Context: an optimization exercise on an open-source flow, tuned for small area, a short achievable clock period and few clock cycles. The choices shown serve that exercise and are no tape-out recipe. Function was checked by simulation only, so behaviour that the tests miss may differ from the original. Power figures rest on the tool's default switching activity, not on a simulated workload.

**design/flow/config.mk**
```make
export PLATFORM = sky130hd
export DESIGN_NAME = x16rp_rle
export DESIGN_NICKNAME = x16rp_rle
export VERILOG_FILES = /design/flow/design.v
export SDC_FILE = /design/flow/constraint.sdc
export NUM_CORES = 4
export LEC_CHECK = 0
export CAP_MARGIN = 20
export CORE_MARGIN = 2
export CORE_UTILIZATION = 40
export PLACE_DENSITY = 0.6
export SLEW_MARGIN = 20
```
**design/flow/constraint.sdc**
```tcl
create_clock -name core_clock -period 12.0 [get_ports {clk}]
set_input_delay 2.4000 -clock core_clock [delete_from_list [all_inputs] [get_ports {clk}]]
set_output_delay 2.4000 -clock core_clock [all_outputs]
set_load 0.01 [all_outputs]
```
**design/flow/design.v**
```verilog
module x16rp_rle (
    input  wire        clk,
    input  wire        rst,
    input  wire        reg_we,
    input  wire [5:0]  reg_addr,
    input  wire [31:0] reg_wdata,
    output reg  [31:0] reg_rdata,
    output reg         mem_req,
    output reg         mem_we,
    output reg  [15:0] mem_addr,
    output reg  [7:0]  mem_wdata,
    input  wire        mem_ready,
    input  wire [7:0]  mem_rdata,
    output wire        irq
);
    localparam [5:0] A_IDENT = 6'h00, A_CTRL = 6'h01, A_CMD = 6'h02, A_STATUS = 6'h03,
                     A_SRC_BASE = 6'h04, A_SRC_LEN = 6'h05, A_DST_BASE = 6'h06,
                     A_DST_CAP = 6'h07, A_IDX_BASE = 6'h08, A_IDX_CAP = 6'h09,
                     A_PAL_BASE = 6'h0A, A_PAL_COUNT = 6'h0B, A_MAGIC = 6'h0C,
                     A_IN_COUNT = 6'h0D, A_OUT_COUNT = 6'h0E, A_IDX_COUNT = 6'h0F,
                     A_TILE_COUNT = 6'h10, A_ERR_INFO = 6'h11;
    localparam [1:0] OP_LIN = 2'd1, OP_TILE = 2'd2, OP_RLE = 2'd3;
    localparam [3:0] E_CMD = 4'd1, E_WINDOW = 4'd2, E_LEN = 4'd3, E_GEOM = 4'd4,
                     E_DSTOVF = 4'd6, E_IDXOVF = 4'd7, E_ABORT = 4'd8;
    localparam [2:0] S_IDLE = 3'd0, S_GEOM = 3'd1, S_REP = 3'd2,
                     S_HDR = 3'd3, S_PAL = 3'd4, S_RLE = 3'd5;
    reg [10:0] ctrl_lo;
    reg [5:0]  ctrl_mw;
    wire [31:0] ctrl = {10'd0, ctrl_mw, 5'd0, ctrl_lo};
    reg [31:0] src_base, src_len, dst_base, dst_cap;
    reg [31:0] idx_base, idx_cap, pal_base, pal_count, magic;
    reg        st_done, st_err, st_rej, st_padded;
    reg [3:0]  st_errcode;
    reg [31:0] err_info;
    reg [16:0] in_cnt, out_cnt, idx_cnt;
    reg [1:0]  lop;           
    reg [2:0]  tob;           
    reg [2:0]  state;
    wire       busy = (state != S_IDLE);
    reg [1:0]  c_bin, c_bout;
    reg        c_tw, c_th, c_idx, c_pad, c_hdr, c_pal;
    reg [5:0]  c_mw;
    reg [16:0] rem;           
    reg [15:0] src_ptr;
    reg [15:0] dst_ptr;
    reg [16:0] dcap;
    reg [15:0] aux_ptr;       
    reg [16:0] aux_cap;       
    reg [31:0] lmag;
    reg        rf, rf_first;            
    reg [7:0]  cur;  reg cv, cur_idx;   
    reg [2:0]  jx;
    reg [7:0]  nxt;  reg nv, nxt_first;  
    reg [7:0]  acc;  reg [2:0] acc_n;
    reg [3:0]  t_xb, t_ln;  reg [5:0] t_col;
    reg        run_act;  reg [3:0] run_col;  reg [7:0] run_rep;
    reg        tv, tph;  reg [3:0] tcol;     reg [7:0] trep;
    reg        pv;       reg [3:0] pcol;
    reg        dfr;
    reg [1:0]  hcnt;
    reg [2:0]  pst;
    reg [3:0]  qr, qg, qb;
    reg [4:0]  d_idx;
    reg [5:0]  d_rem;
    reg        d_f;
    function [3:0] q4;
        input [7:0] n;
        reg [11:0] t;
        begin
            t  = {4'd0, n} * 12'd15 + 12'd135;
            q4 = t[11:8];
        end
    endfunction
    function [7:0] spread;
        input [7:0] x;
        input [1:0] bi, bo;
        begin
            case ({bi, bo})
                4'b00_01: spread = {1'b0, x[7], 1'b0, x[6], 1'b0, x[5], 1'b0, x[4]};
                4'b00_10: spread = {3'b0, x[7], 3'b0, x[6]};
                4'b00_11: spread = {7'b0, x[7]};
                4'b01_10: spread = {2'b0, x[7:6], 2'b0, x[5:4]};
                4'b01_11: spread = {6'b0, x[7:6]};
                4'b10_11: spread = {4'b0, x[7:4]};
                default:  spread = x;
            endcase
        end
    endfunction
    function [3:0] chunk;
        input [7:0] x;
        input [1:0] bi, bo;
        begin
            case ({bi, bo})
                4'b01_00: chunk = {x[6], x[4], x[2], x[0]};
                4'b10_00: chunk = {2'b0, x[4], x[0]};
                4'b10_01: chunk = {x[5:4], x[1:0]};
                4'b11_00: chunk = {3'b0, x[0]};
                4'b11_01: chunk = {2'b0, x[1:0]};
                default:  chunk = x[3:0];
            endcase
        end
    endfunction
    wire [1:0]  w_op   = reg_wdata[1:0];
    wire        w_tile = (w_op == OP_TILE);
    wire        w_rle  = (w_op == OP_RLE);
    wire        idx_act = w_tile && ctrl_lo[6];
    wire        pal_act = w_rle && ctrl_lo[9];
    wire [17:0] s_end = {1'b0, src_base[16:0]} + {1'b0, src_len[16:0]};
    wire [17:0] d_end = {1'b0, dst_base[16:0]} + {1'b0, dst_cap[16:0]};
    wire [17:0] i_end = {1'b0, idx_base[16:0]} + {1'b0, idx_cap[16:0]};
    wire [16:0] p_len = {2'b0, pal_count[14:0]} + {1'b0, pal_count[14:0], 1'b0};
    wire [17:0] p_end = {1'b0, pal_base[16:0]} + {1'b0, p_len};
    wire src_oob = (|src_base[31:17]) | (|src_len[31:17]) | (s_end > 18'd65536);
    wire dst_oob = (|dst_base[31:17]) | (|dst_cap[31:17]) | (d_end > 18'd65536);
    wire idx_oob = idx_act & ((|idx_base[31:17]) | (|idx_cap[31:17]) | (i_end > 18'd65536));
    wire pal_oob = pal_act & ((|pal_base[31:17]) | (|pal_count[31:15]) | (p_end > 18'd65536));
    wire s_nz = |src_len[16:0];
    wire d_nz = |dst_cap[16:0];
    wire i_nz = |idx_cap[16:0];
    wire p_nz = |pal_count[14:0];
    wire ov_sd = s_nz & d_nz & (src_base[16:0] < d_end[16:0]) & (dst_base[16:0] < s_end[16:0]);
    wire ov_si = idx_act & s_nz & i_nz & (src_base[16:0] < i_end[16:0]) & (idx_base[16:0] < s_end[16:0]);
    wire ov_di = idx_act & d_nz & i_nz & (dst_base[16:0] < i_end[16:0]) & (idx_base[16:0] < d_end[16:0]);
    wire ov_dp = pal_act & d_nz & p_nz & (dst_base[16:0] < p_end[16:0]) & (pal_base[16:0] < d_end[16:0]);
    wire       win_err = src_oob | dst_oob | idx_oob | pal_oob | ov_sd | ov_si | ov_di | ov_dp;
    wire [7:0] win_info = src_oob ? 8'h01 : dst_oob ? 8'h02 : idx_oob ? 8'h03 : pal_oob ? 8'h04 :
                          ov_sd ? 8'h21 : ov_si ? 8'h31 : ov_di ? 8'h32 : 8'h42;
    wire [2:0] len_msk = (ctrl_lo[3:2] == 2'd0) ? 3'd7 : (ctrl_lo[3:2] == 2'd1) ? 3'd3 :
                         (ctrl_lo[3:2] == 2'd2) ? 3'd1 : 3'd0;
    wire [2:0] elen_r  = (src_len[2:0] << (2'd3 - ctrl_lo[1:0])) & len_msk;
    wire       len_err = (w_op == OP_LIN) && !ctrl_lo[7] && (elen_r != 3'd0);
    wire [3:0] g_sh   = 4'd3 + {3'd0, c_tw} + {3'd0, c_th} + {2'd0, c_bin};
    wire [6:0] g_mapw = {1'b0, c_mw} + 7'd1;
    wire [6:0] g_t    = {d_rem, rem[d_idx]};
    wire       g_ge   = (g_t >= g_mapw);
    wire       g_done = !d_f && ({1'b0, d_idx} < {1'b0, g_sh});
    wire [7:0] g_lowm = (8'd1 << g_sh[2:0]) - 8'd1;    
    wire [7:0] g_low  = rem[7:0] & ((g_sh == 4'd8) ? 8'hFF : g_lowm);
    wire [16:0] g_info = ({11'd0, d_rem} << g_sh) | {9'd0, g_low};
    wire       g_err  = (d_rem != 6'd0) || (g_low != 8'd0);
    wire        is_tile  = (lop == OP_TILE);
    wire        idx_on   = is_tile && c_idx;
    wire        expm     = (c_bout >= c_bin);
    wire [1:0]  dd_e     = c_bout - c_bin;      
    wire [1:0]  dd_c     = c_bin - c_bout;      
    wire [2:0]  r_m1     = (3'd1 << dd_e) - 3'd1;
    wire [2:0]  rc_m1    = (3'd1 << dd_c) - 3'd1;
    wire        rd_left  = (rem != 17'd0);
    wire        dst_full = (out_cnt == dcap);
    wire        idx_full = (idx_cnt == aux_cap);
    wire [2:0]  twb_sh   = {2'b0, c_tw} + {1'b0, c_bin};
    wire [3:0]  twb_m1   = (5'd1 << twb_sh) - 5'd1;                     
    wire [3:0]  th_m1    = c_th ? 4'd15 : 4'd7;
    wire [15:0] rowb     = ({10'd0, c_mw} + 16'd1) << twb_sh;
    wire [15:0] twb      = {12'd0, twb_m1} + 16'd1;
    wire [15:0] d_line   = rowb - twb + 16'd1;
    wire [15:0] d_tile   = 16'd1 + rowb - (rowb << (c_th ? 3'd4 : 3'd3));
    wire        xb_end   = (t_xb == twb_m1);
    wire        ln_end   = (t_ln == th_m1);
    wire        col_end  = (t_col == c_mw);
    wire [15:0] src_step = !is_tile || !xb_end ? 16'd1 :
                           !ln_end ? d_line :
                           !col_end ? d_tile : 16'd1;
    wire        t_first  = (t_xb == 4'd0) && (t_ln == 4'd0);
    wire [7:0]  tok_b0   = (trep < 8'd15) ? {trep[3:0], tcol} : {4'hF, tcol};
    wire [7:0]  tok_b1   = trep - 8'd15;
    wire [15:0] pal_word = {4'd0, qr, qg, qb};
    wire [3:0]  pad_used = {1'b0, acc_n} << (2'd3 - dd_c);
    wire [3:0]  pad_sh   = 4'd8 - pad_used;
    wire [7:0]  acc_pad  = acc << pad_sh;
    reg do_rd, do_wr, w_idx, do_pad;
    reg [7:0] w_data;
    always @(*) begin
        do_rd = 1'b0; do_wr = 1'b0; w_idx = 1'b0; do_pad = 1'b0;
        w_data = 8'd0;
        case (state)
            S_REP: begin
                if (expm) begin
                    if (rd_left && (cv ? (cur_idx == 1'b0 && jx == r_m1 && !rf && !nv) : 1'b1))
                        do_rd = 1'b1;
                    else if (cv) begin
                        do_wr = 1'b1;
                        w_idx = cur_idx;
                    end
                    w_data = cur_idx ? {4'd0, cur[7:4]} : spread(cur, c_bin, c_bout);
                end else begin
                    if (cv) begin
                        do_wr = 1'b1;
                        w_data = cur;
                    end else if (nv) begin
                        do_wr = 1'b1;
                        w_idx = 1'b1;
                        w_data = {4'd0, nxt[3:0]};
                    end else if (rd_left) begin
                        do_rd = !(rf && rf_first && idx_on);
                    end else if (!rf && acc_n != 3'd0) begin
                        do_wr = 1'b1;
                        do_pad = 1'b1;
                        w_data = acc_pad;
                    end
                end
            end
            S_HDR: begin
                do_wr = 1'b1;
                w_data = lmag[7:0];
            end
            S_PAL: begin
                do_rd  = (pst <= 3'd2);
                do_wr  = (pst >= 3'd4);
                w_data = (pst == 3'd4) ? pal_word[7:0] : pal_word[15:8];
            end
            S_RLE: begin
                if (tv) begin
                    do_wr = 1'b1;
                    w_data = tph ? tok_b1 : tok_b0;
                end else if (!pv && rd_left)
                    do_rd = 1'b1;
            end
            default: ;
        endcase
    end
    wire full_err = do_wr && (w_idx ? idx_full : dst_full);
    always @(*) begin
        mem_req   = (do_rd | do_wr) & ~full_err;
        mem_we    = do_wr;
        mem_wdata = w_data;
        mem_addr  = do_rd ? ((state == S_PAL) ? aux_ptr : src_ptr) :
                    (w_idx ? aux_ptr : dst_ptr);
    end
    wire rd_go = do_rd && mem_ready;
    wire wr_go = do_wr && !full_err && mem_ready;
    wire [3:0]  tob_sh   = {1'b0, tob} + 4'd3;
    wire [16:0] tile_cnt = (lop == OP_TILE) ? (out_cnt >> tob_sh) : 17'd0;
    always @(*) begin
        case (reg_addr)
            A_IDENT:      reg_rdata = 32'h0000_0001;
            A_CTRL:       reg_rdata = ctrl;
            A_STATUS:     reg_rdata = {23'd0, st_padded, st_errcode, st_rej, st_err, st_done, busy};
            A_SRC_BASE:   reg_rdata = src_base;
            A_SRC_LEN:    reg_rdata = src_len;
            A_DST_BASE:   reg_rdata = dst_base;
            A_DST_CAP:    reg_rdata = dst_cap;
            A_IDX_BASE:   reg_rdata = idx_base;
            A_IDX_CAP:    reg_rdata = idx_cap;
            A_PAL_BASE:   reg_rdata = pal_base;
            A_PAL_COUNT:  reg_rdata = pal_count;
            A_MAGIC:      reg_rdata = magic;
            A_IN_COUNT:   reg_rdata = {15'd0, in_cnt};
            A_OUT_COUNT:  reg_rdata = {15'd0, out_cnt};
            A_IDX_COUNT:  reg_rdata = {15'd0, idx_cnt};
            A_TILE_COUNT: reg_rdata = {15'd0, tile_cnt};
            A_ERR_INFO:   reg_rdata = err_info;
            default:      reg_rdata = 32'd0;
        endcase
    end
    assign irq = ctrl_lo[10] & (st_done | st_err);
    wire cmd_wr   = reg_we && (reg_addr == A_CMD);
    wire w_valid  = (reg_wdata[31:2] == 30'd0) && (w_op != 2'd0);
    wire w_nop    = (reg_wdata == 32'd0) || (reg_wdata == 32'd8);
    wire start    = cmd_wr && !busy && w_valid;
    wire e_cur_done = wr_go && !cur_idx && (jx == r_m1);
    wire e_cur_free = !cv || e_cur_done;
    wire [7:0] c_acc_new = (acc << (4'd8 >> dd_c)) | {4'd0, chunk(mem_rdata, c_bin, c_bout)};
    wire r_tok_done = tv && wr_go && (tph || !(trep >= 8'd15));
    wire r_tok_free = !tv || r_tok_done;
    wire [3:0] r_x   = pv ? pcol : mem_rdata[3:0];
    wire       r_xv  = pv || rf;
    wire       r_brk = run_act && !(r_x == run_col && run_rep != 8'd255);
    reg fin_ok, fin_err;
    reg [3:0]  fin_code;
    always @(*) begin
        fin_ok = 1'b0; fin_err = 1'b0; fin_code = E_DSTOVF;
        if (full_err) begin
            fin_err = 1'b1;
            fin_code = w_idx ? E_IDXOVF : E_DSTOVF;
        end else case (state)
            S_REP:
                if (expm)
                    fin_ok = !rd_left && !rf && !nv && e_cur_free;
                else
                    fin_ok = !rd_left && !rf && !nv && (acc_n == 3'd0 ? (!cv || wr_go) : (do_pad && wr_go));
            S_RLE:
                fin_ok = !rd_left && !rf && !pv && !run_act && r_tok_free;
            default: ;
        endcase
    end
    always @(posedge clk) begin
        if (!busy) begin
            c_bin <= ctrl_lo[1:0]; c_bout <= ctrl_lo[3:2];
            c_tw <= ctrl_lo[4]; c_th <= ctrl_lo[5]; c_idx <= ctrl_lo[6];
            c_pad <= ctrl_lo[7]; c_hdr <= ctrl_lo[8]; c_pal <= ctrl_lo[9];
            c_mw <= ctrl_mw;
            rem <= src_len[16:0];
            src_ptr <= src_base[15:0];
            dst_ptr <= dst_base[15:0];
            dcap <= dst_cap[16:0];
            aux_ptr <= reg_wdata[0] ? pal_base[15:0] : idx_base[15:0];
            aux_cap <= reg_wdata[0] ? {2'd0, pal_count[14:0]} : idx_cap[16:0];
            lmag <= magic;
            t_xb <= 4'd0; t_ln <= 4'd0; t_col <= 6'd0;
            rf <= 1'b0; cv <= 1'b0; nv <= 1'b0; acc_n <= 3'd0; jx <= 3'd0;
            run_act <= 1'b0; tv <= 1'b0; pv <= 1'b0; dfr <= 1'b0;
            hcnt <= 2'd0; pst <= 3'd0;
        end
        d_f <= (!busy && reg_we && (reg_addr == A_CTRL || reg_addr == A_SRC_LEN)) ||
               (busy && state != S_GEOM);
        if (d_f) begin
            d_idx <= 5'd16;
            d_rem <= 6'd0;
        end else if (!g_done) begin
            d_idx <= d_idx - 5'd1;
            d_rem <= g_ge ? (g_t - g_mapw) : g_t[5:0];
        end
        if (busy && !fin_err) begin
            rf <= rd_go;
            if (rd_go && state != S_PAL) begin
                rem <= rem - 17'd1;
                src_ptr <= src_ptr + src_step;
                rf_first <= t_first;
                if (is_tile) begin
                    if (xb_end) begin
                        t_xb <= 4'd0;
                        if (ln_end) begin
                            t_ln <= 4'd0;
                            t_col <= col_end ? 6'd0 : t_col + 6'd1;
                        end else
                            t_ln <= t_ln + 4'd1;
                    end else
                        t_xb <= t_xb + 4'd1;
                end
            end
            if (wr_go) begin
                if (w_idx) begin
                    idx_cnt <= idx_cnt + 17'd1;
                    aux_ptr <= aux_ptr + 16'd1;
                end else begin
                    out_cnt <= out_cnt + 17'd1;
                    dst_ptr <= dst_ptr + 16'd1;
                end
            end
            case (state)
                S_GEOM: ;
                S_REP: begin
                    if (expm) begin
                        if (wr_go) begin
                            if (cur_idx)
                                cur_idx <= 1'b0;
                            else begin
                                jx  <= (jx == r_m1) ? 3'd0 : jx + 3'd1;
                                cur <= cur << (4'd8 >> dd_e);
                            end
                        end
                        if (e_cur_free) begin
                            if (nv) begin
                                cur <= nxt; cv <= 1'b1; cur_idx <= nxt_first && idx_on;
                                nv <= 1'b0;
                                in_cnt <= in_cnt + 17'd1;
                            end else if (rf) begin
                                cur <= mem_rdata; cv <= 1'b1; cur_idx <= rf_first && idx_on;
                                in_cnt <= in_cnt + 17'd1;
                            end else
                                cv <= 1'b0;
                        end else if (rf) begin
                            nxt <= mem_rdata; nv <= 1'b1; nxt_first <= rf_first;
                        end
                    end else begin
                        if (wr_go) begin
                            if (do_pad) begin
                                st_padded <= 1'b1;
                                acc_n <= 3'd0;
                            end else if (cv)
                                cv <= 1'b0;
                            else
                                nv <= 1'b0;
                        end
                        if (rf) begin
                            in_cnt <= in_cnt + 17'd1;
                            if (acc_n == rc_m1) begin
                                cur <= c_acc_new; cv <= 1'b1; acc_n <= 3'd0;
                            end else begin
                                acc <= c_acc_new; acc_n <= acc_n + 3'd1;
                            end
                            if (rf_first && idx_on) begin
                                nv <= 1'b1; nxt[3:0] <= mem_rdata[7:4];
                            end
                        end
                    end
                end
                S_HDR: if (wr_go) begin
                    lmag <= {8'd0, lmag[31:8]};
                    hcnt <= hcnt + 2'd1;
                    if (hcnt == 2'd3)
                        state <= (c_pal && aux_cap != 17'd0) ? S_PAL : S_RLE;
                end
                S_PAL: begin
                    if (rf) case (pst)
                        3'd1: qr <= q4(mem_rdata);
                        3'd2: qg <= q4(mem_rdata);
                        default: qb <= q4(mem_rdata);
                    endcase
                    if (rd_go) begin
                        aux_ptr <= aux_ptr + 16'd1;
                        pst <= pst + 3'd1;
                    end
                    if (pst == 3'd3)
                        pst <= 3'd4;
                    if (wr_go) begin
                        if (pst == 3'd4)
                            pst <= 3'd5;
                        else begin
                            pst <= 3'd0;
                            aux_cap <= aux_cap - 17'd1;
                            if (aux_cap == 17'd1)
                                state <= S_RLE;
                        end
                    end
                end
                S_RLE: begin
                    if (wr_go) begin
                        if (tph || !(trep >= 8'd15)) tv <= 1'b0;
                        else tph <= 1'b1;
                    end
                    if (rf && !(tv && !r_tok_done))
                        in_cnt <= in_cnt + 17'd1;
                    else if (dfr && r_tok_done)
                        in_cnt <= in_cnt + 17'd1;
                    if (rf && tv && !r_tok_done)
                        dfr <= 1'b1;
                    else if (r_tok_done)
                        dfr <= 1'b0;
                    if (r_xv) begin
                        if (!run_act) begin
                            run_act <= 1'b1; run_col <= r_x; run_rep <= 8'd0;
                        end else if (!r_brk) begin
                            run_rep <= run_rep + 8'd1;
                        end else if (r_tok_free) begin
                            tv <= 1'b1; tph <= 1'b0; tcol <= run_col; trep <= run_rep;
                            run_col <= r_x; run_rep <= 8'd0;
                        end
                        if (r_brk && !r_tok_free) begin
                            pv <= 1'b1; pcol <= r_x;
                        end else
                            pv <= 1'b0;
                    end else if (!rd_left && !rf && run_act && r_tok_free) begin
                        tv <= 1'b1; tph <= 1'b0; tcol <= run_col; trep <= run_rep;
                        run_act <= 1'b0;
                    end
                end
                default: ;
            endcase
        end
        if (reg_we) begin
            case (reg_addr)
                A_CTRL:      begin ctrl_lo <= reg_wdata[10:0]; ctrl_mw <= reg_wdata[21:16]; end
                A_SRC_BASE:  src_base  <= reg_wdata;
                A_SRC_LEN:   src_len   <= reg_wdata;
                A_DST_BASE:  dst_base  <= reg_wdata;
                A_DST_CAP:   dst_cap   <= reg_wdata;
                A_IDX_BASE:  idx_base  <= reg_wdata;
                A_IDX_CAP:   idx_cap   <= reg_wdata;
                A_PAL_BASE:  pal_base  <= reg_wdata;
                A_PAL_COUNT: pal_count <= reg_wdata;
                A_MAGIC:     magic     <= reg_wdata;
                A_STATUS: begin
                    if (reg_wdata[1]) st_done <= 1'b0;
                    if (reg_wdata[2]) st_err  <= 1'b0;
                    if (reg_wdata[3]) st_rej  <= 1'b0;
                end
                default: ;
            endcase
        end
        if (busy) begin
            if (state == S_GEOM && g_done && g_err) begin
                state <= S_IDLE; st_err <= 1'b1; st_errcode <= E_GEOM;
                err_info <= {15'd0, g_info};
            end else if (fin_err) begin
                state <= S_IDLE; st_err <= 1'b1; st_errcode <= fin_code;
                err_info <= {15'd0, (fin_code == E_IDXOVF) ? idx_cnt : out_cnt};
            end else if (fin_ok) begin
                state <= S_IDLE; st_done <= 1'b1;
            end else if (cmd_wr && reg_wdata == 32'd8) begin
                state <= S_IDLE; st_err <= 1'b1; st_errcode <= E_ABORT;
                err_info <= 32'd0;
            end else if (state == S_GEOM && g_done)
                state <= S_REP;
            if (cmd_wr && reg_wdata != 32'd0 && reg_wdata != 32'd8)
                st_rej <= 1'b1;
        end else if (cmd_wr && !w_nop) begin
            st_done <= 1'b0; st_padded <= 1'b0;
            in_cnt <= 17'd0; out_cnt <= 17'd0; idx_cnt <= 17'd0;
            if (w_valid) begin
                lop <= w_op;
                tob <= {2'd0, ctrl_lo[4]} + {2'd0, ctrl_lo[5]} + {1'b0, ctrl_lo[3:2]};
                if (win_err) begin
                    st_err <= 1'b1; st_errcode <= E_WINDOW; err_info <= {24'd0, win_info};
                end else if (len_err) begin
                    st_err <= 1'b1; st_errcode <= E_LEN; err_info <= {29'd0, elen_r};
                end else begin
                    st_err <= 1'b0; st_errcode <= 4'd0; err_info <= 32'd0;
                    if (w_tile) begin
                        if (!g_done)
                            state <= S_GEOM;
                        else if (g_err) begin
                            st_err <= 1'b1; st_errcode <= E_GEOM; err_info <= {15'd0, g_info};
                        end else
                            state <= S_REP;
                    end
                    else if (w_rle)
                        state <= ctrl_lo[8] ? S_HDR : (ctrl_lo[9] && p_nz) ? S_PAL : S_RLE;
                    else
                        state <= S_REP;
                end
            end else begin
                st_err <= 1'b1; st_errcode <= E_CMD; err_info <= reg_wdata;
            end
        end
        if (rst) begin
            ctrl_lo <= 11'd0; ctrl_mw <= 6'd0;
            src_base <= 32'd0; src_len <= 32'd0; dst_base <= 32'd0; dst_cap <= 32'd0;
            idx_base <= 32'd0; idx_cap <= 32'd0; pal_base <= 32'd0; pal_count <= 32'd0;
            magic <= 32'd0;
            st_done <= 1'b0; st_err <= 1'b0; st_rej <= 1'b0; st_padded <= 1'b0;
            st_errcode <= 4'd0; err_info <= 32'd0;
            in_cnt <= 17'd0; out_cnt <= 17'd0; idx_cnt <= 17'd0;
            state <= S_IDLE;
            lop <= 2'd0;
            d_f <= 1'b1;
        end
    end
endmodule
```
**design/flow/run.sh**
```bash
#!/bin/bash
# synth_recipe.tcl (not shown) runs the flow's synth.tcl, then flattens the netlist and writes it again
# the make line also repeats each setting of config.mk as NAME=value (left out here)
make -C /OpenROAD-flow-scripts/flow DESIGN_CONFIG=/design/flow/config.mk WORK_HOME=/design/flow/orfs CLKGATE_MAP_FILE= SYNTH_SCRIPT=/design/flow/synth_recipe.tcl finish
```
==> notes.md <==
run status timing/DRC/antenna clean; commonest non-fill, non-tap cell in the layout sky130_fd_sc_hd__nand2_1; mux share of post-synthesis cell area 0.0477; commonest cells after routing, fill and taps aside 987 x sky130_fd_sc_hd__nand2_1, 603 x sky130_fd_sc_hd__a21oi_1, 558 x sky130_fd_sc_hd__dfxtp_1, 419 x sky130_fd_sc_hd__nor2_1, 318 x sky130_fd_sc_hd__ha_1; setup repair after global routing missed its margin false; main combinational cell family by area after synthesis compound AO/OA/AOI/OAI gates; biggest fanout along the worst timing path 20; Total Routing Usage GR 0.352; Power Density ~110 mW/mm²; starting density of the core 0.404; setup clock skew after layout around 0.036 ns; kind of start point of the critical path primary input; length of the first detailed-routing pass in iterations 11; TritonCTS clock tree built; first-pass GRT wire length ~300000 µm; power share of the clock group 0.483; top_reg_cell synth sky130_fd_sc_hd__dfxtp_1; clock-pin slew on the worst setup and hold paths around 0.060 ns; clock latency of the later-clocked register in the worst-skew pair a little under 0.7 ns; Avg Synthesized Cell Area between 7 and 8 µm²; clock net sink count between 600 and 700; total wire length about 210000 µm; hold violation total from the final report 0; kind of end point of the critical path output port; number of endpoints failing setup at the final stage 0; Cell Rows 122; post-synthesis async set-or-reset flop share 0; num ports around 110; final HPWL from detailed placement between 150000 and 200000 µm; EDFF count, synth between 100 and 150; Via-to-Cell Ratio between 6 and 7; maximum number of pins on one net before global-route repair 217; cts bufs inserted 81; fmax about 110 MHz; Total Power Consumption roughly 0.0055 W; height of the chip about 340 µm; Comb power frac 0.092; number of cells on the worst hold path 2; number of register bits inferred by synthesis between 600 and 700; Crit Reg-Reg Endpoint src_ptr[15]; cell chosen for the clock root sky130_fd_sc_hd__clkbuf_16; Reg power frac 0.425; XOR/XNOR share of the synthesized area 0.0377; adder and majority gate portion of the synthesized area 0.105; Arr. time, crit path 6.32 ns; total die area between 0.1 and 0.15 mm²; layout cells sized above 1 0.0657; post-CTS sizing 0; Net Switching 0.00147 W; final number of max-transition violations 0; number of buffers inserted for hold repair after clock tree synthesis 0; Nets about 6000; startpoint of the lowest-slack register-to-register path c_bin[0]; Synth-to-Final Area Change 11.9%; Synthesis Warnings 1; simple-gate share of the synthesized area 0.220; Sw Share 0.268; GP Congestion just over 1; final worst path period share 0.726; Routed Antenna Nets 0; count of unresolved DRC violations after routing 0; Congestion Overflow GR 0; worst hold-check path type reg -> reg; worst IR drop on VDD 0.0000997 V; Gate Count Post-Synth 5670; floorplan core area between 0.1 and 0.15 mm²; setup total negative slack 0 ns; WP data required 9.60 ns; Starting DRT DRC Count approximately 6700; leakage 18.9 nW; destination of the worst hold path lmag[20]; number of maximum-capacitance constraint violations 0; routed length per placed instance just under 30 µm; Clock H-tree levels 3; minimum setup slack among reg-to-reg paths roughly 4.8 ns; unique cell type count in the Yosys netlist 102; critical path type in -> out; DIE WIDTH around 340 µm; vias in the first global route 41572; Post-Synthesis Cell Area about 0.045 mm²; share of synthesized area occupied by flip-flops and latches 0.319; CTS Buffer Depth 3; relative slew slack 0.174; number of cells on the worst reg-to-reg path 25; total number of vias around 46000; Post-CTS Repair Setup Buffers 0; IO Port Bufs 108; final period demand of the worst path approximately 8.7 ns; slew at the pin with the worst max-slew slack ~1.2 ns; cell-internal power approximately 0.0040 W; number of antenna violations at the first check in global routing 14; fraction of the mapped netlist area in compound gates 0.226; Worst Hold Launch lmag[28]
## layout make-up
type	instances	area [µm²]
clock inverter	34	487
multi-input combinational	4490	28700
antenna	1	2.50
clock buffer	116	2330
timing repair buffer	214	1900
sequential	661	14300
tap	1488	1860
inverter	150	571
fill	11077	60800
## power by group through the flow
stage               combinational [W]  sequential (W)  clock, W
floorplan                    0.000335         0.00234         0
global placement             0.000483         0.00237         0
detailed placement           0.000491         0.00237         0
CTS                          0.000494         0.00232   0.00265
global route                 0.000547         0.00233   0.00275
finish                       0.000505         0.00232   0.00264
## worst max-delay path by stage
stage | slack, ns | cells past startpoint | endpoint | startpoint
floorplan | 5.34 | 8 | reg_rdata[23] | reg_addr[2]
global placement | 3.47 | 9 | reg_rdata[6] | reg_addr[1]
detailed placement | 3.47 | 10 | reg_rdata[1] | reg_addr[5]
CTS | 3.45 | 9 | reg_rdata[6] | reg_addr[1]
global route | 3.17 | 14 | mem_addr[10] | c_bin[0]
finish | 3.28 | 9 | reg_rdata[6] | reg_addr[1]
## flip-flops by register name (all words and copies together) (netlist names), 32 cells and up
register	flops
magic	32
idx_base	32
dst_cap	32
dst_base	32
lmag	32
pal_base	32
pal_count	32
src_len	32
err_info	32
src_base	32
idx_cap	32
## metal layers
| metal | wire (µm) | vias to the layer above | GRT usage |
|---|---|---|---|
| met2 | 87300 | 2549 | 0.518 |
| met3 | 22400 | 540 | 0.0787 |
| li1 | - | 20482 | - |
| met5 | 155 | - | 0 |
| met4 | 11400 | 14 | 0.166 |
| met1 | 88400 | 22176 | 0.487 |
## worst max-delay path: stages
cell and delay, ns:
sky130_fd_sc_hd__clkdlybuf4s50_1 0.54, sky130_fd_sc_hd__nand2b_1 0.26, sky130_fd_sc_hd__or3_1 0.61, sky130_fd_sc_hd__nor2_1 0.26, sky130_fd_sc_hd__and2_1 0.96, sky130_fd_sc_hd__a22oi_1 0.20
sky130_fd_sc_hd__and3_1 0.23, sky130_fd_sc_hd__nand4_1 0.24, sky130_fd_sc_hd__clkdlybuf4s50_1 0.61
## synthesized netlist by cell type (all sizes together) (11+ instances only)
cell     number  area (µm²)
a22o         31         272
dfxtp       558       11200
o31ai        25         201
a21o         56         420
xnor2       101         885
a2111oi      15         131
or2          17         106
buf          38         166
a311oi       18         158
nor3b        15         118
inv         145         544
clkbuf      332        1250
xor2         89         780
o221ai       12         105
mux2         31         349
and2         30         188
o21a         25         189
nand2       992        3730
o21bai       22         165
a211o        20         175
mux2i       149        1490
nor2b        50         313
o21ai       279        1400
o211ai       29         218
nand3b       14         105
or4          11        82.6
a222oi       42         420
and3         67         419
a211oi       68         510
nand4        77         482
a221oi       55         499
a31oi        48         300
fa           36         721
ha          318        3980
mux4         13         293
nor3        100         510
nand2b       44         283
a22oi       120         901
nor4         85         547
nor2        433        1630
a21oi       603        3020
nand3       136         681
or3          57         362
edfxtp      103        3090
o22ai        28         175
## through the flow
stage	cell area (µm²)	worst slack, ns	instances	hold slack [ns]	util
detailed placement	47200	3.47	7002	0.440	0.426
CTS	50000	3.45	7152	0.452	0.451
finish	50100	3.28	7154	0.449	0.452
floorplan	44800	5.34	5671	0.406	-
global route	50100	3.17	7153	0.475	0.452
global placement	47200	3.47	7002	0.433	0.426
## cells by family (layout without fill, tap and decap cells)
logic type / Yosys count / count (layout)
adder cells (fa/ha/maj): 354 / 354
AO/OA/AOI/OAI: 1589 / 1589
XOR/XNOR: 191 / 191
flip-flops: 661 / 661
other: 2 / 4
multiplexers: 193 / 193
buffers and inverters: 520 / 514
AND/OR/NAND/NOR: 2160 / 2160
Testbench counts, summed over its fixed seeds: cycles 149,953.

==> afterwards: timing with drivers on the ports <==
The flow's constraints put no driver on any port. The routed layout listed below was extracted and timed again, unchanged, in two steps.
Step 1 sets driving cells, clkbuf_16 on the clock port and buf_2 on the other inputs (assumed; they add their load-dependent delay and slew).
Step 2 adds t to the input delays and takes it off the output delays; t is the mean of the earliest and latest rising clock arrival at the registers after step 1. Input paths then give back, and output paths get back, about the clock's delay inside the block.
Slacks: ideal / step 1 / step 2; pairs: ideal / step 1.
shift t [ns]: 0.750
setup WS [ns]: 3.284 / 3.257 / 3.257
worst setup path after step 2: input to output
After both steps setup and hold are still met in this run. The setup slack of this run moves by -0.027 ns with the drivers and by -0.027 ns with both steps.
